Context: an optimization exercise on an open-source flow, tuned for small area, a short achievable clock period and few clock cycles per item. The choices shown serve that exercise and are no tape-out recipe. Only simulation tests tie the RTL to the original design; equivalence was not proved. Power and IR drop assume default switching activity.

<file path="design.v">
module cfu #(
    parameter BUF_BYTES = 64
) (
    input  wire        clk,
    input  wire        rst,           
    input  wire [7:0]  reg_addr,
    input  wire [31:0] reg_wdata,
    input  wire        reg_we,
    output reg  [31:0] reg_rdata,
    input  wire        in_valid,
    input  wire [7:0]  in_data,
    input  wire        in_eos,
    output wire        in_ready,
    output wire        out_valid,
    output reg  [7:0]  out_data,
    input  wire        out_ready
);
    localparam [7:0]  VER   = 8'h10;
    localparam [3:0] PH_IDLE = 4'd0, PH_SBODY = 4'd1, PH_PBODY = 4'd2,
                     PH_PTRL = 4'd3, PH_DONE = 4'd4, PH_FAILED = 4'd15;
    localparam [3:0] E_MAGIC = 4'd1, E_VERSION = 4'd2, E_TRUNC = 4'd3,
                     E_MALFORMED = 4'd4, E_CKSUM = 4'd5, E_ALLOC = 4'd7,
                     E_PROTO = 4'd9;
    localparam [4:0] S_IDLE    = 5'd0,
                     S_LD      = 5'd1,    
                     S_ST      = 5'd2,    
                     S_FBUF    = 5'd3,    
                     S_FABS    = 5'd4,    
                     S_W_HDR   = 5'd5,    
                     S_W_VAR   = 5'd6,    
                     S_W_TAG   = 5'd7,
                     S_W_CK    = 5'd8,    
                     S_W_PAY   = 5'd9,
                     S_W_ETAG  = 5'd10,
                     S_R_MAGIC = 5'd16,
                     S_R_VER   = 5'd17,
                     S_R_FLAGS = 5'd18,
                     S_R_VAR   = 5'd19,
                     S_R_TAG   = 5'd20,
                     S_R_CK    = 5'd21,
                     S_R_TRL   = 5'd22,
                     S_R_PAY   = 5'd23,
                     S_R_FIN   = 5'd24;   
    localparam [1:0] V_BLKSZ = 2'd0, V_ORIG = 2'd1, V_ENC = 2'd2;
    reg        failed;
    reg [2:0]  phase;
    reg [3:0]  err;
    reg        verify;
    reg        flags0;    
    reg        fbad;      
    reg [31:0] blksz;
    reg [7:0]  rec_tag;
    reg [31:0] orig_len;
    reg [31:0] enc_len;
    reg [31:0] rec_ck;
    reg [31:0] xlen;
    reg [6:0]  buf_len;
    reg [31:0] blk_digest;
    reg [31:0] frm_acc;
    reg [31:0] seq;
    wire [31:0] err_seq = failed ? seq : 32'd0;
    wire [7:0]  flags   = {(failed && fbad) ? acc[7:1] : 7'd0, flags0};
    wire [7:0]  version = (failed && err == E_VERSION) ? acc[7:0] : VER;
    reg [63:0] tot_orig;
    reg [63:0] in_cnt;
    reg [63:0] out_cnt;
    reg [7:0]  bufmem [0:BUF_BYTES-1];
    reg [31:0] bcrc;      
    reg [31:0] scrc;      
    reg        s_ok;
    reg [4:0]  state;
    reg [1:0]  vsel;      
    reg [2:0]  vidx;      
    reg [6:0]  idx;       
    reg [31:0] acc;       
    wire busy = (state != S_IDLE);
    function [31:0] crc_step;
        input [31:0] a0;
        input [7:0]  b;
        integer k;
        reg [31:0] a;
        begin
            a = a0 ^ {24'd0, b};
            for (k = 0; k < 8; k = k + 1)
                a = a[0] ? ((a >> 1) ^ 32'hEDB88320) : (a >> 1);
            crc_step = a;
        end
    endfunction
    function [63:0] inc64;
        input [63:0] v;
        reg [16:0] l0, l1, l2;
        reg [15:0] l3;
        begin
            l0 = {1'b0, v[15:0]}  + 17'd1;
            l1 = {1'b0, v[31:16]} + {16'd0, l0[16]};
            l2 = {1'b0, v[47:32]} + {16'd0, l1[16]};
            l3 = v[63:48] + {15'd0, l2[16]};
            inc64 = {l3, l2[15:0], l1[15:0], l0[15:0]};
        end
    endfunction
    function [63:0] add64;
        input [63:0] v;
        input [31:0] x;
        reg [16:0] l0, l1, l2;
        reg [15:0] l3;
        begin
            l0 = {1'b0, v[15:0]}  + {1'b0, x[15:0]};
            l1 = {1'b0, v[31:16]} + {1'b0, x[31:16]} + {16'd0, l0[16]};
            l2 = {1'b0, v[47:32]} + {16'd0, l1[16]};
            l3 = v[63:48] + {15'd0, l2[16]};
            add64 = {l3, l2[15:0], l1[15:0], l0[15:0]};
        end
    endfunction
    wire [32:0] tot_lo = {1'b0, tot_orig[31:0]} + {1'b0, orig_len};
    wire st_in = (state == S_LD) || (state == S_FABS) ||
                 (state[4] && state != S_R_FIN);
    assign in_ready = st_in && !((state == S_R_PAY) && (idx == enc_len[6:0]));
    wire in_take = in_ready && in_valid;
    wire in_exh  = in_ready && !in_valid && in_eos;
    assign out_valid = (state == S_ST) || (state == S_W_HDR) ||
                       (state == S_W_VAR) || (state == S_W_TAG) ||
                       (state == S_W_CK) || (state == S_W_PAY) ||
                       (state == S_W_ETAG);
    wire out_fire = out_valid && out_ready;
    wire [7:0] buf_rd = bufmem[idx[5:0]];
    wire       acc_more = (acc[31:7] != 25'd0);
    wire       last_pay = (idx + 7'd1 == enc_len[6:0]);
    reg [7:0] hdr_byte;
    always @(*) begin
        case (idx[2:0])
            3'd0: hdr_byte = 8'h5A;
            3'd1: hdr_byte = 8'h58;
            3'd2: hdr_byte = 8'h43;
            3'd3: hdr_byte = 8'h00;
            3'd4: hdr_byte = VER;
            default: hdr_byte = flags;
        endcase
    end
    always @(*) begin
        case (state)
            S_W_HDR:           out_data = hdr_byte;
            S_W_VAR:           out_data = {acc_more, acc[6:0]};
            S_W_CK:            out_data = rec_ck[8*idx[1:0] +: 8];
            S_W_TAG, S_W_ETAG: out_data = rec_tag;
            default:           out_data = buf_rd;
        endcase
    end
    wire blk_bad = (~bcrc != rec_ck);
    wire fin_bad = (state == S_R_FIN) && blk_bad;
    reg  fin_now;
    always @(*) begin
        case (state)
            S_LD:    fin_now = in_valid && (idx + 7'd1 == xlen[6:0]);
            S_FABS:  fin_now = in_valid && (acc == 32'd1);
            S_ST,
            S_W_PAY: fin_now = out_ready && (idx + 7'd1 == buf_len);
            S_R_PAY: fin_now = in_valid && last_pay && !(flags0 && verify);
            S_R_FIN: fin_now = 1'b1;
            default: fin_now = 1'b0;
        endcase
    end
    wire       busy_rd   = busy && !fin_now;
    wire       fail_rd   = failed || fin_bad;
    wire [3:0] phase_rd  = fail_rd ? PH_FAILED : {1'b0, phase};
    wire [3:0] err_rd    = failed ? err : (fin_bad ? E_CKSUM : 4'd0);
    wire [3:0] ephase_rd = fail_rd ? {1'b0, phase} : 4'd0;
    reg [31:0] rg0, rg1, rg2, rg3, rg4, rg5, rh0, rh1;
    always @(*) begin
        case (reg_addr[3:2])
            2'd0: rg0 = 32'd0;
            2'd1: rg0 = {19'd0, busy_rd, ephase_rd, err_rd, phase_rd};
            2'd2: rg0 = {31'd0, verify};
            default: rg0 = {24'd0, flags};
        endcase
        case (reg_addr[3:2])
            2'd0: rg1 = {24'd0, version};
            2'd1: rg1 = blksz;
            2'd2: rg1 = {24'd0, rec_tag};
            default: rg1 = orig_len;
        endcase
        case (reg_addr[3:2])
            2'd0: rg2 = enc_len;
            2'd1: rg2 = rec_ck;
            2'd2: rg2 = xlen;
            default: rg2 = {25'd0, buf_len};
        endcase
        case (reg_addr[3:2])
            2'd0: rg3 = blk_digest;
            2'd1: rg3 = ~frm_acc;
            2'd2: rg3 = seq;
            default: rg3 = err_seq;
        endcase
        case (reg_addr[3:2])
            2'd0: rg4 = tot_orig[31:0];
            2'd1: rg4 = tot_orig[63:32];
            2'd2: rg4 = in_cnt[31:0];
            default: rg4 = in_cnt[63:32];
        endcase
        case (reg_addr[3:2])
            2'd0: rg5 = out_cnt[31:0];
            2'd1: rg5 = out_cnt[63:32];
            2'd2: rg5 = BUF_BYTES;
            default: rg5 = 32'd0;
        endcase
        case (reg_addr[5:4])
            2'd0: rh0 = rg0;
            2'd1: rh0 = rg1;
            2'd2: rh0 = rg2;
            default: rh0 = rg3;
        endcase
        case (reg_addr[5:4])
            2'd0: rh1 = rg4;
            2'd1: rh1 = rg5;
            default: rh1 = 32'd0;
        endcase
        case (reg_addr[7:6])
            2'd0: reg_rdata = rh0;
            2'd1: reg_rdata = rh1;
            default: reg_rdata = 32'd0;
        endcase
    end
    wire [7:0]  opc = reg_wdata[7:0];
    wire        tbit = reg_wdata[8];
    reg         known;
    always @(*) begin
        case (opc)
            8'h00, 8'h01, 8'h10, 8'h11, 8'h20, 8'h21, 8'h22, 8'h23, 8'h24,
            8'h30, 8'h31, 8'h32, 8'h38, 8'h39, 8'h3A: known = 1'b1;
            default: known = 1'b0;
        endcase
    end
    wire cmd_valid = known && (reg_wdata[31:9] == 23'd0) && (!tbit || opc == 8'h32);
    reg cmd_legal;
    always @(*) begin
        case (opc)
            8'h30, 8'h38: cmd_legal = (phase == PH_IDLE) || (phase == PH_DONE);
            8'h31, 8'h32: cmd_legal = (phase == PH_SBODY);
            8'h39:        cmd_legal = (phase == PH_PBODY);
            8'h3A:        cmd_legal = (phase == PH_PTRL);
            default:      cmd_legal = 1'b1;
        endcase
    end
    wire [7:0]  s_in     = (state == S_FBUF) ? buf_rd : in_data;
    wire [31:0] bcrc_nx  = crc_step(bcrc, in_data);
    wire [31:0] scrc_nx  = crc_step(scrc, s_in);
    reg [31:0] vnew;
    always @(*) begin
        vnew = acc;
        case (vidx)
            3'd0: vnew[6:0]   = in_data[6:0];
            3'd1: vnew[13:7]  = in_data[6:0];
            3'd2: vnew[20:14] = in_data[6:0];
            3'd3: vnew[27:21] = in_data[6:0];
            default: vnew[31:28] = in_data[3:0];
        endcase
    end
    wire [31:0] le32 = {in_data, acc[31:8]};
    task do_fault;
        input [3:0] code;
        begin
            err     <= code;
            failed  <= 1'b1;
            state   <= S_IDLE;
        end
    endtask
    task do_reset;
        begin
            phase      <= PH_IDLE;
            failed     <= 1'b0;
            fbad       <= 1'b0;
            verify     <= 1'b1;
            flags0     <= 1'b0;
            blksz      <= 32'd0;
            rec_tag    <= 8'h00;
            orig_len   <= 32'd0;
            enc_len    <= 32'd0;
            rec_ck     <= 32'd0;
            xlen       <= 32'd0;
            buf_len    <= 7'd0;
            blk_digest <= 32'd0;
            frm_acc    <= 32'hFFFFFFFF;
            seq        <= 32'd0;
            tot_orig   <= 64'd0;
            in_cnt     <= 64'd0;
            out_cnt    <= 64'd0;
            bcrc       <= 32'hFFFFFFFF;
            s_ok       <= 1'b0;
            state      <= S_IDLE;
        end
    endtask
    task frm_init;
        begin
            frm_acc <= 32'hFFFFFFFF;
            s_ok    <= 1'b0;
        end
    endtask
    task buf_clear;
        begin
            buf_len <= 7'd0;
            idx     <= 7'd0;
            bcrc    <= 32'hFFFFFFFF;
            scrc    <= frm_acc;
            s_ok    <= 1'b1;
        end
    endtask
    task rec_done;
        begin
            seq      <= seq + 32'd1;
            tot_orig <= {tot_orig[63:32] + {31'd0, tot_lo[32]}, tot_lo[31:0]};
        end
    endtask
    task start_vread;
        input [1:0] sel;
        begin
            vsel  <= sel;
            vidx  <= 3'd0;
            acc   <= 32'd0;
            state <= S_R_VAR;
        end
    endtask
    always @(posedge clk) begin
        if (rst) begin
            do_reset;
        end else if (state == S_IDLE) begin
            if (reg_we) begin
                if (failed) begin
                    if (reg_addr[7:2] == 6'h00 && reg_wdata == 32'h00000001)
                        do_reset;
                end else begin
                    case (reg_addr[7:2])
                        6'h00: begin
                            if (!cmd_valid || !cmd_legal)
                                do_fault(E_PROTO);
                            else begin
                                case (opc)
                                    8'h01: do_reset;
                                    8'h10: begin  
                                        if (xlen > BUF_BYTES)
                                            do_fault(E_ALLOC);
                                        else begin
                                            buf_clear;
                                            if (xlen[6:0] != 7'd0)
                                                state <= S_LD;
                                        end
                                    end
                                    8'h11: begin  
                                        idx <= 7'd0;
                                        if (buf_len != 7'd0)
                                            state <= S_ST;
                                    end
                                    8'h20: blk_digest <= ~bcrc;
                                    8'h21: begin  
                                        blk_digest <= ~bcrc;
                                        if (blk_bad)
                                            do_fault(E_CKSUM);
                                    end
                                    8'h22: frm_init;
                                    8'h23: begin  
                                        acc  <= xlen;
                                        scrc <= frm_acc;
                                        if (xlen != 32'd0) begin
                                            s_ok  <= 1'b0;
                                            state <= S_FABS;
                                        end
                                    end
                                    8'h24: begin  
                                        idx <= 7'd0;
                                        if (s_ok) begin
                                            frm_acc <= scrc;
                                            if (buf_len != 7'd0)
                                                s_ok <= 1'b0;
                                        end else if (buf_len != 7'd0) begin
                                            scrc  <= frm_acc;
                                            state <= S_FBUF;
                                        end
                                    end
                                    8'h30: begin  
                                        if (blksz == 32'd0)
                                            do_fault(E_PROTO);
                                        else begin
                                            in_cnt   <= 64'd0;
                                            out_cnt  <= 64'd0;
                                            seq      <= 32'd0;
                                            tot_orig <= 64'd0;
                                            frm_init;
                                            idx      <= 7'd0;
                                            acc      <= blksz;
                                            vsel     <= V_BLKSZ;
                                            state    <= S_W_HDR;
                                        end
                                    end
                                    8'h31: begin  
                                        if (orig_len > blksz)
                                            do_fault(E_PROTO);
                                        else if (rec_tag[0] && {25'd0, buf_len} != orig_len)
                                            do_fault(E_PROTO);
                                        else begin
                                            enc_len <= {25'd0, buf_len};
                                            rec_tag <= {7'd0, rec_tag[0]};
                                            if (flags0) begin
                                                blk_digest <= ~bcrc;
                                                rec_ck     <= ~bcrc;
                                            end
                                            acc   <= orig_len;
                                            vsel  <= V_ORIG;
                                            state <= S_W_TAG;
                                        end
                                    end
                                    8'h32: begin  
                                        if (tbit && !flags0)
                                            do_fault(E_PROTO);
                                        else begin
                                            rec_tag <= tbit ? 8'h06 : 8'h02;
                                            if (tbit)
                                                rec_ck <= ~frm_acc;
                                            state <= S_W_ETAG;
                                        end
                                    end
                                    8'h38: begin  
                                        in_cnt   <= 64'd0;
                                        out_cnt  <= 64'd0;
                                        seq      <= 32'd0;
                                        tot_orig <= 64'd0;
                                        frm_init;
                                        idx      <= 7'd0;
                                        state    <= S_R_MAGIC;
                                    end
                                    8'h39: begin  
                                        state <= S_R_TAG;
                                    end
                                    8'h3A: begin  
                                        if (verify && (~frm_acc != rec_ck))
                                            do_fault(E_CKSUM);
                                        else
                                            phase <= PH_DONE;
                                    end
                                    default: ;  
                                endcase
                            end
                        end
                        6'h02: verify <= reg_wdata[0];
                        6'h03: begin
                            if (phase == PH_IDLE || phase == PH_DONE)
                                flags0 <= reg_wdata[0];
                            else
                                do_fault(E_PROTO);
                        end
                        6'h05: begin
                            if (phase == PH_IDLE || phase == PH_DONE)
                                blksz <= reg_wdata;
                            else
                                do_fault(E_PROTO);
                        end
                        6'h06: rec_tag  <= {7'd0, reg_wdata[0]};
                        6'h07: orig_len <= reg_wdata;
                        6'h09: rec_ck   <= reg_wdata;
                        6'h0A: xlen     <= reg_wdata;
                        default: ;
                    endcase
                end
            end
        end else begin
            if (in_take)
                in_cnt <= inc64(in_cnt);
            if (out_fire)
                out_cnt <= inc64(out_cnt);
            if (in_exh) begin
                do_fault(E_TRUNC);
                if (state == S_FABS)
                    frm_acc <= scrc;
            end else begin
                case (state)
                    S_LD: if (in_take) begin
                        bufmem[idx[5:0]] <= in_data;
                        bcrc <= bcrc_nx;
                        scrc <= scrc_nx;
                        idx  <= idx + 7'd1;
                        if (idx + 7'd1 == xlen[6:0]) begin
                            buf_len <= xlen[6:0];
                            state   <= S_IDLE;
                        end
                    end
                    S_ST: if (out_fire) begin
                        idx <= idx + 7'd1;
                        if (idx + 7'd1 == buf_len)
                            state <= S_IDLE;
                    end
                    S_FABS: if (in_take) begin
                        scrc <= scrc_nx;
                        acc  <= acc - 32'd1;
                        if (acc == 32'd1) begin
                            frm_acc <= scrc_nx;
                            state   <= S_IDLE;
                        end
                    end
                    S_FBUF: begin
                        scrc <= scrc_nx;
                        idx  <= idx + 7'd1;
                        if (idx + 7'd1 == buf_len) begin
                            frm_acc <= scrc_nx;
                            state   <= S_IDLE;
                        end
                    end
                    S_W_HDR: if (out_fire) begin
                        idx <= idx + 7'd1;
                        if (idx[2:0] == 3'd5)
                            state <= S_W_VAR;
                    end
                    S_W_VAR: if (out_fire) begin
                        acc <= {7'd0, acc[31:7]};
                        if (!acc_more) begin
                            case (vsel)
                                V_BLKSZ: begin
                                    phase <= PH_SBODY;
                                    state <= S_IDLE;
                                end
                                V_ORIG: begin
                                    acc  <= {25'd0, buf_len};
                                    vsel <= V_ENC;
                                end
                                default: begin  
                                    idx <= 7'd0;
                                    if (flags0)
                                        state <= S_W_CK;
                                    else if (buf_len != 7'd0)
                                        state <= S_W_PAY;
                                    else begin
                                        rec_done;
                                        state <= S_IDLE;
                                    end
                                end
                            endcase
                        end
                    end
                    S_W_TAG: if (out_fire)
                        state <= S_W_VAR;
                    S_W_CK: if (out_fire) begin
                        idx <= idx + 7'd1;
                        if (idx[1:0] == 2'd3) begin
                            idx <= 7'd0;
                            if (vsel != V_ENC) begin
                                phase <= PH_DONE;
                                state <= S_IDLE;
                            end else if (buf_len != 7'd0)
                                state <= S_W_PAY;
                            else begin
                                rec_done;
                                state <= S_IDLE;
                            end
                        end
                    end
                    S_W_PAY: if (out_fire) begin
                        idx <= idx + 7'd1;
                        if (idx + 7'd1 == buf_len) begin
                            rec_done;
                            state <= S_IDLE;
                        end
                    end
                    S_W_ETAG: if (out_fire) begin
                        idx  <= 7'd0;
                        vsel <= V_BLKSZ;
                        if (rec_tag[2])
                            state <= S_W_CK;
                        else begin
                            phase <= PH_DONE;
                            state <= S_IDLE;
                        end
                    end
                    S_R_MAGIC: if (in_take) begin
                        if (in_data != hdr_byte)
                            do_fault(E_MAGIC);
                        else begin
                            idx <= idx + 7'd1;
                            if (idx[1:0] == 2'd3) state <= S_R_VER;
                        end
                    end
                    S_R_VER: if (in_take) begin
                        acc[7:0] <= in_data;
                        if (in_data != VER)
                            do_fault(E_VERSION);
                        else
                            state <= S_R_FLAGS;
                    end
                    S_R_FLAGS: if (in_take) begin
                        flags0   <= in_data[0];
                        acc[7:0] <= in_data;
                        if (in_data[7:1] != 7'd0) begin
                            fbad <= 1'b1;
                            do_fault(E_MALFORMED);
                        end
                        else
                            start_vread(V_BLKSZ);
                    end
                    S_R_VAR: if (in_take) begin
                        if (vidx == 3'd4 && in_data[7:4] != 4'd0)
                            do_fault(E_MALFORMED);
                        else if (!in_data[7]) begin
                            if (vidx != 3'd0 && in_data == 8'h00)
                                do_fault(E_MALFORMED);
                            else begin
                                case (vsel)
                                    V_BLKSZ: begin
                                        blksz <= vnew;
                                        phase <= PH_PBODY;
                                        state <= S_IDLE;
                                    end
                                    V_ORIG: begin
                                        orig_len <= vnew;
                                        start_vread(V_ENC);
                                    end
                                    default: begin  
                                        enc_len <= vnew;
                                        idx     <= 7'd0;
                                        if (rec_tag[0] && vnew != orig_len)
                                            do_fault(E_MALFORMED);
                                        else if (flags0)
                                            state <= S_R_CK;
                                        else if (vnew > BUF_BYTES)
                                            do_fault(E_ALLOC);
                                        else begin
                                            buf_clear;
                                            state <= S_R_PAY;
                                        end
                                    end
                                endcase
                            end
                        end else begin
                            acc  <= vnew;
                            vidx <= vidx + 3'd1;
                        end
                    end
                    S_R_TAG: if (in_take) begin
                        rec_tag <= in_data;
                        idx     <= 7'd0;
                        if (in_data[7:3] != 5'd0)
                            do_fault(E_MALFORMED);
                        else if (in_data[1]) begin
                            if (in_data[0])
                                do_fault(E_MALFORMED);
                            else if (in_data[2]) begin
                                if (!flags0)
                                    do_fault(E_MALFORMED);
                                else
                                    state <= S_R_TRL;
                            end else begin
                                phase <= PH_DONE;
                                state <= S_IDLE;
                            end
                        end else if (in_data[2])
                            do_fault(E_MALFORMED);
                        else
                            start_vread(V_ORIG);
                    end
                    S_R_CK: if (in_take) begin
                        acc <= le32;
                        idx <= idx + 7'd1;
                        if (idx[1:0] == 2'd3) begin
                            rec_ck <= le32;
                            if (enc_len > BUF_BYTES)
                                do_fault(E_ALLOC);
                            else begin
                                buf_clear;
                                state <= S_R_PAY;
                            end
                        end
                    end
                    S_R_TRL: if (in_take) begin
                        acc <= le32;
                        idx <= idx + 7'd1;
                        if (idx[1:0] == 2'd3) begin
                            rec_ck <= le32;
                            phase  <= PH_PTRL;
                            state  <= S_IDLE;
                        end
                    end
                    S_R_PAY: begin
                        if (idx == enc_len[6:0]) begin
                            if (flags0 && verify)
                                state <= S_R_FIN;
                            else begin
                                rec_done;
                                state <= S_IDLE;
                            end
                        end else if (in_take) begin
                            bufmem[idx[5:0]] <= in_data;
                            bcrc <= bcrc_nx;
                            scrc <= scrc_nx;
                            idx  <= idx + 7'd1;
                            if (last_pay) begin
                                buf_len <= enc_len[6:0];
                                if (flags0 && verify)
                                    state <= S_R_FIN;
                                else begin
                                    rec_done;
                                    state <= S_IDLE;
                                end
                            end
                        end
                    end
                    S_R_FIN: begin
                        blk_digest <= ~bcrc;
                        if (blk_bad)
                            do_fault(E_CKSUM);
                        else begin
                            rec_done;
                            state <= S_IDLE;
                        end
                    end
                    default: state <= S_IDLE;
                endcase
            end
        end
    end
endmodule
</file>
<file path="run.sh">
#!/bin/bash
# synth_recipe.tcl (not shown) runs the flow's synth.tcl, then flattens the netlist and writes it again
# the make line also repeats each setting of config.mk as NAME=value (left out here)
make -C /OpenROAD-flow-scripts/flow DESIGN_CONFIG=/design/flow/config.mk WORK_HOME=/design/flow/orfs CLKGATE_MAP_FILE= SYNTH_SCRIPT=/design/flow/synth_recipe.tcl finish
</file>
<file path="config.mk">
export PLATFORM = sky130hd
export DESIGN_NAME = cfu
export DESIGN_NICKNAME = cfu
export VERILOG_FILES = /design/flow/design.v
export SDC_FILE = /design/flow/constraint.sdc
export NUM_CORES = 4
export LEC_CHECK = 0
export CAP_MARGIN = 20
export CORE_MARGIN = 2
export CORE_UTILIZATION = 50
export CTS_CLUSTER_DIAMETER = 70
export CTS_CLUSTER_SIZE = 20
export PLACE_DENSITY = 0.65
export SETUP_SLACK_MARGIN = 4.2
export SLEW_MARGIN = 20
</file>
<file path="constraint.sdc">
create_clock -name core_clock -period 10.0 [get_ports {clk}]
set_input_delay 2.0000 -clock core_clock [delete_from_list [all_inputs] [get_ports {clk}]]
set_output_delay 2.0000 -clock core_clock [all_outputs]
set_load 0.01 [all_outputs]
</file>
==> flow_metrics.tcl, run 1 <==
set metrics [dict create \
    yosys.cell_types.count 91 \
    antenna_left 0 \
    coreArea_mm2 0.1198 \
    crit_type "in2out" \
    ctsHoldBuffers 0 \
    cts_root_buf "clkbuf_16" \
    final_util_pct 58.05 \
    insertion_delay_ns 0.75 \
    wl_um 248500 \
    multi_input_area_mm2 0.03204 \
    path_max_fanout 6 \
    rsz0062_at_grt "true" \
    finalMaxSlewViolations 0 \
    maxSlewHeadroom_pct 20.80 \
    hpwl_um 172000 \
    worstPathRequired_ns 8.00 \
    status "finished clean" \
    htreeDepth 3 \
    grt_pass1_vias 48460 \
    fp.dieArea_mm2 0.1236 \
    die_x_um 351.5 \
    max_cap_viol_count 0 \
    cts_buffers 85 \
    synth_area_leader_cell "edfxtp_1" \
    setup_tns_ns 0 \
    gp_congestion 1.019 \
    via_count 53890 \
    post-route-min-period_ns 6.007 \
    hold_class "reg2reg" \
    row_count 127 \
    ys_warn_count 1 \
    layout_common_cells "nor2_1, edfxtp_1, dfxtp_1" \
    grt_pass1_wl_um 348300 \
    numPortBuffers 93 \
    critPathLaunchType "input pin" \
    finalHoldViolations 0 \
    vias_per_cell 6.879 \
    skew_ns 0.05559 \
    clock-sinks 1106 \
    netlist_area_mm2 0.06039 \
    wl_per_cell_um 31.72 \
    fin_cells 7834 \
    final_common_cell "nor2_1" \
    synth_area_leaders "edfxtp_1, dfxtp_1, mux4_2" \
    area_growth_pct 15.17 \
    async_flop_share_pct 0 \
    syn_avg_cell_area_um2 9.864 \
    regArea_mm2 0.02808 \
    drive_above_1_share_pct 15.74 \
    synth-main-ff-cell "edfxtp_1" \
    antenna_found_initial 13 \
    place_inst 7508 \
    clk_pin_slew_ns 0.08 \
    cts_tree "done" \
    leakage_nw 23.34 \
    fmax_ghz 0.1665 \
    dr.pass1.iters 8 \
    overflow 0 \
    cts_max_path_buffers 3 \
    worst_pin_slew_ns 1.185 \
    syn_inst 6122 \
    nFillCells 10310 \
    nets 6309 \
    initial_core_util_pct 50.40 \
    synth-edff-count 592 \
    die_h_um 351.5 \
    drc 0 \
    end_kind "output pin" \
    ioPinCount 96 \
    ys_ff_latch 1106 \
    grt_usage_pct 39.05 \
    synth_top_area_share_pct 29.44 \
    drtIter0Drc 9468 \
    cp.arrival_ns 4.01 \
    finalSetupViolCount 0 \
    synthesis.nets 6270 \
    ir_drop_mv 0.1924 \
    post-route-period-util_pct 60.07 \
    powerDensity_mw_per_mm2 248.4 \
    seq_area_frac_synth_pct 46.48 \
    grt_max_degree 102 \
]
[repair_timing]
| action | 4_1_cts | 5_1_grt |
|---|---|---|
| buffers inserted | 105 | 51 |
| pin swaps | 64 | 50 |
| cloned | 16 | 6 |
| resized for setup | 445 | 141 |
| endpoints found under the setup margin | 608 | 305 |
[registers in the layout (all words and copies together), names as in the netlist, 7 cells and up, named ones only]
signal,cells
out_cnt,64
blksz,32
rec_ck,32
bcrc,32
xlen,32
in_cnt,64
blk_digest,32
tot_orig,64
scrc,32
idx,7
seq,32
orig_len,32
acc,32
rec_tag,8
enc_len,32
buf_len,7
frm_acc,32
bufmem,512
[Yosys cell counts, types with 10 or more instances]
master,count
nor2_1,751
edfxtp_1,592
nand2_1,521
dfxtp_1,514
a21oi_1,450
clkbuf_1,376
o21ai_0,310
xnor2_1,248
xor2_1,221
mux2i_1,168
mux4_2,167
nand3_1,161
nor3_1,133
a211oi_1,132
inv_1,114
ha_1,93
a22oi_1,82
nor4_1,80
nand4_1,74
or3_1,67
o211ai_1,58
a221oi_1,51
and3_1,49
o22ai_1,48
o221ai_1,44
buf_1,43
nor2b_1,41
a311oi_1,40
nand2b_1,32
o32ai_1,31
a21o_1,30
a221o_1,30
buf_2,30
a31oi_1,28
a211o_1,20
mux2_2,20
or4_1,18
a222oi_1,17
or2_2,16
and2_1,13
o21a_1,13
a2111oi_0,12
o31ai_1,12
o2111ai_1,10
[worst max-delay path, stage by stage]
cell	delay [ns]
buf_16	0.13
buf_16	0.13
buf_4	0.15
mux4_2	0.53
a222oi_1	0.70
a211oi_1	0.15
buf_2	0.19
[path summary, 6_finish.rpt]
path | start | to | slack [ns] | depth (start not counted)
max | reg_addr[2] | reg_rdata[21] | 3.99 | 7
min | blk_digest[14]$_SDFFE_PP0P_ | blk_digest[14]$_SDFFE_PP0P_ | 0.46 | 2
max reg2reg | vidx[0]$_SDFFCE_PN0P_ | s_ok$_SDFFE_PP0P_ | 4.36 | 13
min reg2reg | blk_digest[14]$_SDFFE_PP0P_ | blk_digest[14]$_SDFFE_PP0P_ | 0.46 | 2
[stage by stage]
step | hold slack (ns) | instance area (um^2) | setup WS [ns] | power, mW
after CTS | 0.4625 | 68530 | 4.017 | 16.70
final | 0.4606 | 69550 | 3.993 | 17.27
after floorplan | 0.4358 | 60410 | 4.201 | 9.971
after detailed placement | 0.4521 | 62790 | 1.741 | 12.48
after global routing | 0.4864 | 69540 | 4.043 | 17.79
after global placement | 0.4451 | 62790 | 1.785 | 12.43
[report_power, final]
part / internal, mW / switching, mW / leakage (nW)
Sequential: 5.16 / 0.693 / 9.49
Clock: 1.79 / 1.89 / 1.39
Combinational: 2.87 / 4.87 / 12.5
Total: 9.82 / 7.45 / 23.3
[layout make-up]
| class | instances | share of cell area (%) |
|---|---|---|
| Sequential cell | 1106 | 40.37 |
| Clock inverter | 47 | 0.8887 |
| Tap cell | 1612 | 2.900 |
| Antenna cell | 4 | 0.01439 |
| Inverter | 119 | 0.7124 |
| Clock buffer | 97 | 3.211 |
| Multi-Input combinational cell | 4447 | 46.08 |
| Timing Repair Buffer | 402 | 5.829 |
[metal layers]
metal | share of wire, % | GRT usage [%] | vias up
met2 | 40 | 52.72 | 3879
met5 | 0.029 | 0 | -
met4 | 5.5 | 17.99 | 10
met1 | 39 | 56.30 | 26370
met3 | 15 | 12.75 | 692
li1 | - | - | 22940
[cell families after synthesis]
group	after synthesis	share of synthesized area, %
adder cells (fa/ha/maj)	95	1.977
buffers and inverters	575	3.694
XOR/XNOR	472	6.914
AND/OR/NAND/NOR	2011	15.27
multiplexers	355	9.386
flip-flops	1106	46.48
AO/OA/AOI/OAI	1508	16.28
Testbench counts, summed over its fixed seeds: cycles 63,979, items 546.
==> run 2, diff against run 1 <==
--- a/config.mk
+++ b/config.mk
@@ -12,4 +12,4 @@
 export CTS_CLUSTER_SIZE = 20
 export PLACE_DENSITY = 0.65
-export SETUP_SLACK_MARGIN = 4.2
+export SETUP_SLACK_MARGIN = 4.0
 export SLEW_MARGIN = 20
==> flow_metrics.tcl, run 2 <==
set metrics [dict create \
    gp_congestion 1.032 \
    final_util_pct 57.72 \
    synthesis.nets 6270 \
    area_growth_pct 14.52 \
    grtUsageMet2_pct 54.00 \
    fmax_ghz 0.1653 \
    grt_max_degree 177 \
    max_cap_viol_count 0 \
    setup_tns_ns 0 \
    antenna_left 0 \
    crit_top_cell "buf_16" \
    grt_usage_pct 40.10 \
    layout_common_cells "nor2_1, edfxtp_1, nand2_1" \
    whs_path_depth 2 \
    numPortBuffers 93 \
    place_inst 7522 \
    synth_area_leaders "edfxtp_1, dfxtp_1, mux4_2" \
    skew_ns 0.04679 \
    hold_class "reg2reg" \
    path_delay_family "compound AO/OA/AOI/OAI gates" \
    slowest_stage "a222oi_1" \
    dr.pass1.iters 7 \
    synth_top_area_share_pct 29.44 \
    finalMaxSlewViolations 0 \
    die_h_um 351.5 \
    worstPathRequired_ns 8.00 \
    largest_reg_flops 512 \
    vias_per_cell 6.921 \
    initial_core_util_pct 50.40 \
    synth-edff-count 592 \
    powerDensity_mw_per_mm2 253.2 \
    swShare_pct 43.49 \
    critPathLaunchType "input pin" \
    rrSetupSlack_ns 4.18 \
    wl_um 255700 \
    drive_above_1_share_pct 14.58 \
    fin_total_pwr_mw 17.51 \
    wl_per_cell_um 32.71 \
    slowest_delay_ns 0.65 \
    ctsHoldBuffers 0 \
    ioPinCount 96 \
    syn_inst 6122 \
    hpwl_um 176100 \
    p_seq_share_pct 33.4 \
    netlist_area_mm2 0.06039 \
    path_cells "buf_16, buf_16, buf_16, mux4_2, a222oi_1, a211oi_1, buf_2" \
    row_count 127 \
    finalHoldViolations 0 \
    power.switching_mw 7.615 \
    post-route-period-util_pct 60.50 \
    design_area_mm2 0.06915 \
    drtIter0Drc 9160 \
    layout_setup_ws_ns 3.950 \
    worst_pin_slew_ns 1.211 \
    end_kind "output pin" \
    crit_type "in2out" \
    drc 0 \
    overflow 0 \
    fp.dieArea_mm2 0.1236 \
    final_common_cell "nor2_1" \
    use_met1_pct 59.43 \
    status "finished clean" \
    antenna_found_initial 8 \
    maxSlewHeadroom_pct 18.81 \
    clockPowerShare_pct 22.5 \
    yosys.cell_types.count 91 \
    grt.met3_usage_pct 12.55 \
    cts_max_path_buffers 3 \
    whs_ns 0.4647 \
    syn_avg_cell_area_um2 9.864 \
    die_x_um 351.5 \
    grt-busiest-layer "met1" \
    cts_tree "done" \
    p_comb_share_pct 44.2 \
    clk_pin_slew_ns 0.07 \
    seq_area_frac_synth_pct 46.48 \
    holdPathEnd "blk_digest[23]$_SDFFE_PP0P_" \
    nets 6275 \
    placed_area_mm2 0.06291 \
    ir_drop_mv 0.1807 \
    grt_pass1_vias 48220 \
    post-route-min-period_ns 6.050 \
    r2r_end "s_ok$_SDFFE_PP0P_" \
    ys_warn_count 1 \
    leakage_nw 23.31 \
    htreeDepth 3 \
    intPower_mw 9.897 \
    clock-sinks 1106 \
    cts_root_buf "clkbuf_16" \
    cp.arrival_ns 4.05 \
    critPathLaunch "reg_addr[2]" \
    via_count 54100 \
    cts_buffers 90 \
    path_max_fanout 14 \
    coreArea_mm2 0.1198 \
    reg2reg_from "vidx[2]$_SDFFCE_PN0P_" \
    synth_commonest_cells "nor2_1, edfxtp_1, nand2_1" \
    crit_buf_inv 4 \
    synth_area_leader_cell "edfxtp_1" \
    r2r_cells 14 \
    async_flop_share_pct 0 \
    ys_ff_latch 1106 \
    finalSetupViolCount 0 \
    fin_cells 7817 \
    yosysMostFrequentCell "nor2_1" \
    hold_start "blk_digest[23]$_SDFFE_PP0P_" \
    insertion_delay_ns 0.75 \
    synth-main-ff-cell "edfxtp_1" \
    rsz0062_at_grt "false" \
    grt_pass1_wl_um 355800 \
    pre_cts_slack_ns 1.795 \
]
## run 2: cells by family (layout without fill, tap and decap cells)
kind of cell | Yosys count | in the layout | synth area share (%)
AOI/OAI and AO/OA | 1508 | 1509 | 16.28
xor gates and xnor gates | 472 | 472 | 6.914
adders and majority gates | 95 | 95 | 1.977
buffers and inverters | 575 | 648 | 3.694
muxes | 355 | 355 | 9.386
other | 0 | 3 | 0
DFF | 1106 | 1106 | 46.48
and+or+nand+nor | 2011 | 2017 | 15.27
## run 2: worst reg2reg max path: stages (launching register included)
cell      delay [ns]
edfxtp_1        0.70
inv_1           0.15
ha_2            0.49
mux2i_1         0.69
xor2_1          0.20
nand4_1         0.15
nor3_1          0.27
nand4_1         0.14
o41ai_1         0.92
buf_4           0.31
a31oi_1         0.14
nor3_1          0.74
nor4b_1         0.47
mux2i_1         0.24
nor2_1          0.05
## run 2: repair_timing
action	in CTS	in global routing
hold endpoints to repair	0	0
buffers inserted	70	32
gates cloned	16	6
pin swaps	44	26
setup endpoints to repair	591	290
gates resized for setup	337	109
## run 2: area by class of cell
type,count,area (um^2)
fill,10340,50660
multi-input combinational,4448,31670
sequential,1106,28080
timing repair buffer,362,3737
clock buffer,111,2446
tap,1612,2017
clock inverter,56,710.7
inverter,119,483.0
antenna,3,7.507
## run 2: power groups by stage
stage / Clock [mW] / Sequential (mW) / Combinational, mW
2_1_floorplan: 0 / 5.49 / 4.48
3_3_place_gp: 0 / 6.00 / 6.55
3_5_place_dp: 0 / 6.01 / 6.60
4_1_cts: 3.95 / 5.79 / 7.24
5_1_grt: 4.10 / 5.83 / 8.06
6_report: 3.93 / 5.85 / 7.73
## run 2: worst max path at each step
stage / to / slack, ns / depth (start not counted)
floorplan: reg_rdata[4] / 3.95 / 7
global placement: buf_len[5]$_SDFFE_PP0P_ / 1.79 / 15
detailed placement: buf_len[4]$_SDFFE_PP0P_ / 1.79 / 15
CTS: reg_rdata[1] / 3.86 / 8
global route: reg_rdata[12] / 3.99 / 14
finish: reg_rdata[21] / 3.95 / 7
## run 2: per-layer routing
layer	vias up	part of all wire, %	wire [um]
li1	22830	-	-
met1	26510	40	102600
met2	4089	40	101100
met3	671	15	39470
met4	8	4.8	12390
met5	-	0.029	74
==> run 3, diff against run 2 <==
--- a/config.mk
+++ b/config.mk
@@ -8,8 +8,8 @@
 export CAP_MARGIN = 20
 export CORE_MARGIN = 2
-export CORE_UTILIZATION = 50
+export CORE_UTILIZATION = 58
 export CTS_CLUSTER_DIAMETER = 70
 export CTS_CLUSTER_SIZE = 20
-export PLACE_DENSITY = 0.65
-export SETUP_SLACK_MARGIN = 4.0
+export PLACE_DENSITY = 0.72
+export SETUP_SLACK_MARGIN = 4.4
 export SLEW_MARGIN = 20
==> flow_metrics.tcl, run 3 <==
set metrics [dict create \
    rsz0062_at_grt "true" \
    ioPinCount 96 \
    holdPathEnd "blk_digest[23]$_SDFFE_PP0P_" \
    ys_warn_count 1 \
    grt_pass1_wl_um 360200 \
    post-route-period-util_pct 60.11 \
    syn_inst 6122 \
    powerDensity_mw_per_mm2 245.6 \
    yosysMostFrequentCell "nor2_1" \
    netlist_area_mm2 0.06039 \
    finalHoldViolations 0 \
    synth_top_area_share_pct 29.44 \
    leakage_nw 24.01 \
    whs_path_depth 2 \
    fin_total_pwr_mw 17.39 \
    cts_max_path_buffers 3 \
    finalMaxSlewViolations 0 \
    antenna_found_initial 17 \
    worstPathRequired_ns 8.00 \
    wl_per_cell_um 33.50 \
    critPathLaunchType "input pin" \
    final_common_cell "nor2_1" \
    synth_commonest_cells "nor2_1, edfxtp_1, nand2_1" \
    row_count 118 \
    synth-main-ff-cell "edfxtp_1" \
    maxSlewHeadroom_pct 16.94 \
    syn_avg_cell_area_um2 9.864 \
    crit_type "in2out" \
    vias_per_cell 7.261 \
    synth_area_leaders "edfxtp_1, dfxtp_1, mux4_2" \
    synth-edff-count 592 \
    synth_area_leader_cell "edfxtp_1" \
    setup_tns_ns 0 \
    ir_drop_mv 0.2309 \
    die_h_um 326.7 \
    worst_pin_slew_ns 1.235 \
    async_flop_share_pct 0 \
    htreeDepth 3 \
    insertion_delay_ns 0.74 \
    coreArea_mm2 0.1033 \
    hold_class "reg2reg" \
    via_count 55830 \
    max_cap_viol_count 0 \
    initial_core_util_pct 58.43 \
    cts_buffers 81 \
    drtIter0Drc 10480 \
    path_max_fanout 6 \
    numPortBuffers 93 \
    post-route-min-period_ns 6.011 \
    fp.dieArea_mm2 0.1067 \
    grt_max_degree 177 \
    r2r_end "frm_acc[17]$_SDFFE_PP1P_" \
    overflow 0 \
    hold_start "blk_digest[23]$_SDFFE_PP0P_" \
    drive_above_1_share_pct 18.16 \
    area_growth_pct 17.26 \
    r2r_cells 18 \
    end_kind "output pin" \
    status "finished clean" \
    cts_tree "done" \
    synthesis.nets 6270 \
    rrSetupSlack_ns 4.43 \
    wl_um 257500 \
    clk_pin_slew_ns 0.08 \
    ys_ff_latch 1106 \
    largest_reg_flops 512 \
    clock-sinks 1106 \
    cp.arrival_ns 4.01 \
    finalSetupViolCount 0 \
    layout_common_cells "nor2_1, edfxtp_1, nand2_1" \
    antenna_left 0 \
    yosys.cell_types.count 91 \
    hpwl_um 173000 \
    fmax_ghz 0.1664 \
    drc 0 \
    skew_ns 0.03759 \
    seq_area_frac_synth_pct 46.48 \
    gp_congestion 1.082 \
    die_x_um 326.7 \
    nets 6391 \
    dr.pass1.iters 10 \
    whs_ns 0.4668 \
    grt_pass1_vias 50430 \
    cts_root_buf "clkbuf_16" \
    grt_usage_pct 46.42 \
]
run 3: stage by stage:
step                util [%]  setup slack, ns  std cells  cell area [um^2]
CTS                    66.95            4.177       7590             69190
global placement       60.45            1.893       7272             62480
finish                 68.51            3.989       7688             70810
detailed placement     60.48            1.829       7273             62510
floorplan                  -            4.408       6122             60450
global route           68.50            3.961       7684             70800
run 3: logic make-up (layout without fill, tap and decap cells):
| group | Yosys count | after routing | share of synthesized area, % |
|---|---|---|---|
| simple gates | 2011 | 2016 | 15.27 |
| other cells | 0 | 9 | 0 |
| flops | 1106 | 1106 | 46.48 |
| buf+inv | 575 | 747 | 3.694 |
| xor+xnor | 472 | 472 | 6.914 |
| mux | 355 | 355 | 9.386 |
| fa+ha+maj | 95 | 95 | 1.977 |
| compound gates | 1508 | 1508 | 16.28 |
run 3: area by class of cell:
class | instances | area, um^2
Timing Repair Buffer | 488 | 5490
Multi-Input combinational cell | 4446 | 32310
Antenna cell | 9 | 22.52
Tap cell | 1380 | 1727
Clock buffer | 96 | 2113
Timing Repair inverter | 1 | 5.005
Inverter | 119 | 478.0
Fill cell | 7852 | 32540
Clock inverter | 43 | 574.3
Sequential cell | 1106 | 28090
run 3: per-layer routing:
metal | global-route usage [%] | vias up | part of all wire, %
met5 | 1.109 | - | 0.18
met4 | 19.74 | 18 | 5.8
met3 | 19.70 | 944 | 17
met2 | 63.27 | 4781 | 40
met1 | 64.33 | 27000 | 37
li1 | - | 23080 | -
run 3: worst max path at each step:
stage	start	to	slack [ns]	cells after the start
finish	reg_addr[3]	reg_rdata[2]	3.99	11
global route	reg_addr[3]	reg_rdata[2]	3.96	11
CTS	reg_addr[7]	reg_rdata[30]	4.18	6
detailed placement	reg_addr[4]	reg_rdata[16]	1.83	7
global placement	reg_addr[4]	reg_rdata[11]	1.89	7
floorplan	reg_addr[3]	reg_rdata[13]	4.41	7
run 3: what timing repair did:
| item | 4_1_cts | 5_1_grt |
|---|---|---|
| pin swaps | 87 | 101 |
| setup endpoints to repair | 624 | 385 |
| setup buffers | 142 | 79 |
| hold buffers | 0 | 0 |
| gates resized for setup | 575 | 223 |
| cloned | 36 | 10 |
| endpoints found under the hold margin | 0 | 0 |
run 3: worst max-delay path, cell delays in order:
cell,delay [ns]
buf_16,0.13
buf_12,0.13
buf_16,0.12
o211ai_1,0.41
o311ai_2,0.22
nor2_1,0.14
o21ai_1,0.09
o211ai_1,0.19
a21oi_2,0.08
o32ai_2,0.29
buf_2,0.20
run 3: where the power goes:
| part | total [mW] | internal, mW | switching [mW] |
|---|---|---|---|
| clock network | 3.51 | 1.65 | 1.85 |
| registers | 5.87 | 5.17 | 0.705 |
| logic | 8.01 | 2.95 | 5.07 |
| total | 17.4 | 9.76 | 7.63 |

separate check: timing with driven ports:
How much do the figures lean on ideal ports? The routed layouts below were timed once more, with nothing changed but the port constraints.
Step 1 (the two cells are an assumption about what drives the block):
set clk [get_ports {clk}]
set_driving_cell -lib_cell sky130_fd_sc_hd__clkbuf_16 $clk
set_driving_cell -lib_cell sky130_fd_sc_hd__buf_2 [delete_from_list [all_inputs] $clk]
Step 2 moves the port delays by t, midway between the first and last clock arrival at a register: inputs arrive t later, outputs are due t later. That takes back most of the time a late clock gives input paths.
Three values: ideal ports, drivers, drivers and shift; two values: the first two.
| run | t (ns) | slack for setup (ns) | hold WS [ns] | slew at the worst register clock pin (ns) | cell pins on the clock port's net |
|---|---|---|---|---|---|
| run 1 | 0.799 | 3.993 / 3.656 / 3.408 | 0.461 / 0.461 / 0.461 | 0.09 / 0.09 | 1 |
| run 2 | 0.801 | 3.950 / 3.688 / 3.221 | 0.465 / 0.465 / 0.465 | 0.09 / 0.09 | 1 |
| run 3 | 0.792 | 3.989 / 3.839 / 3.629 | 0.467 / 0.467 / 0.467 | 0.09 / 0.09 | 1 |
After both steps every run listed still meets setup and hold. For run 2, which loses most, drivers alone change the setup slack by -0.262 ns; drivers and shift together by -0.729 ns.
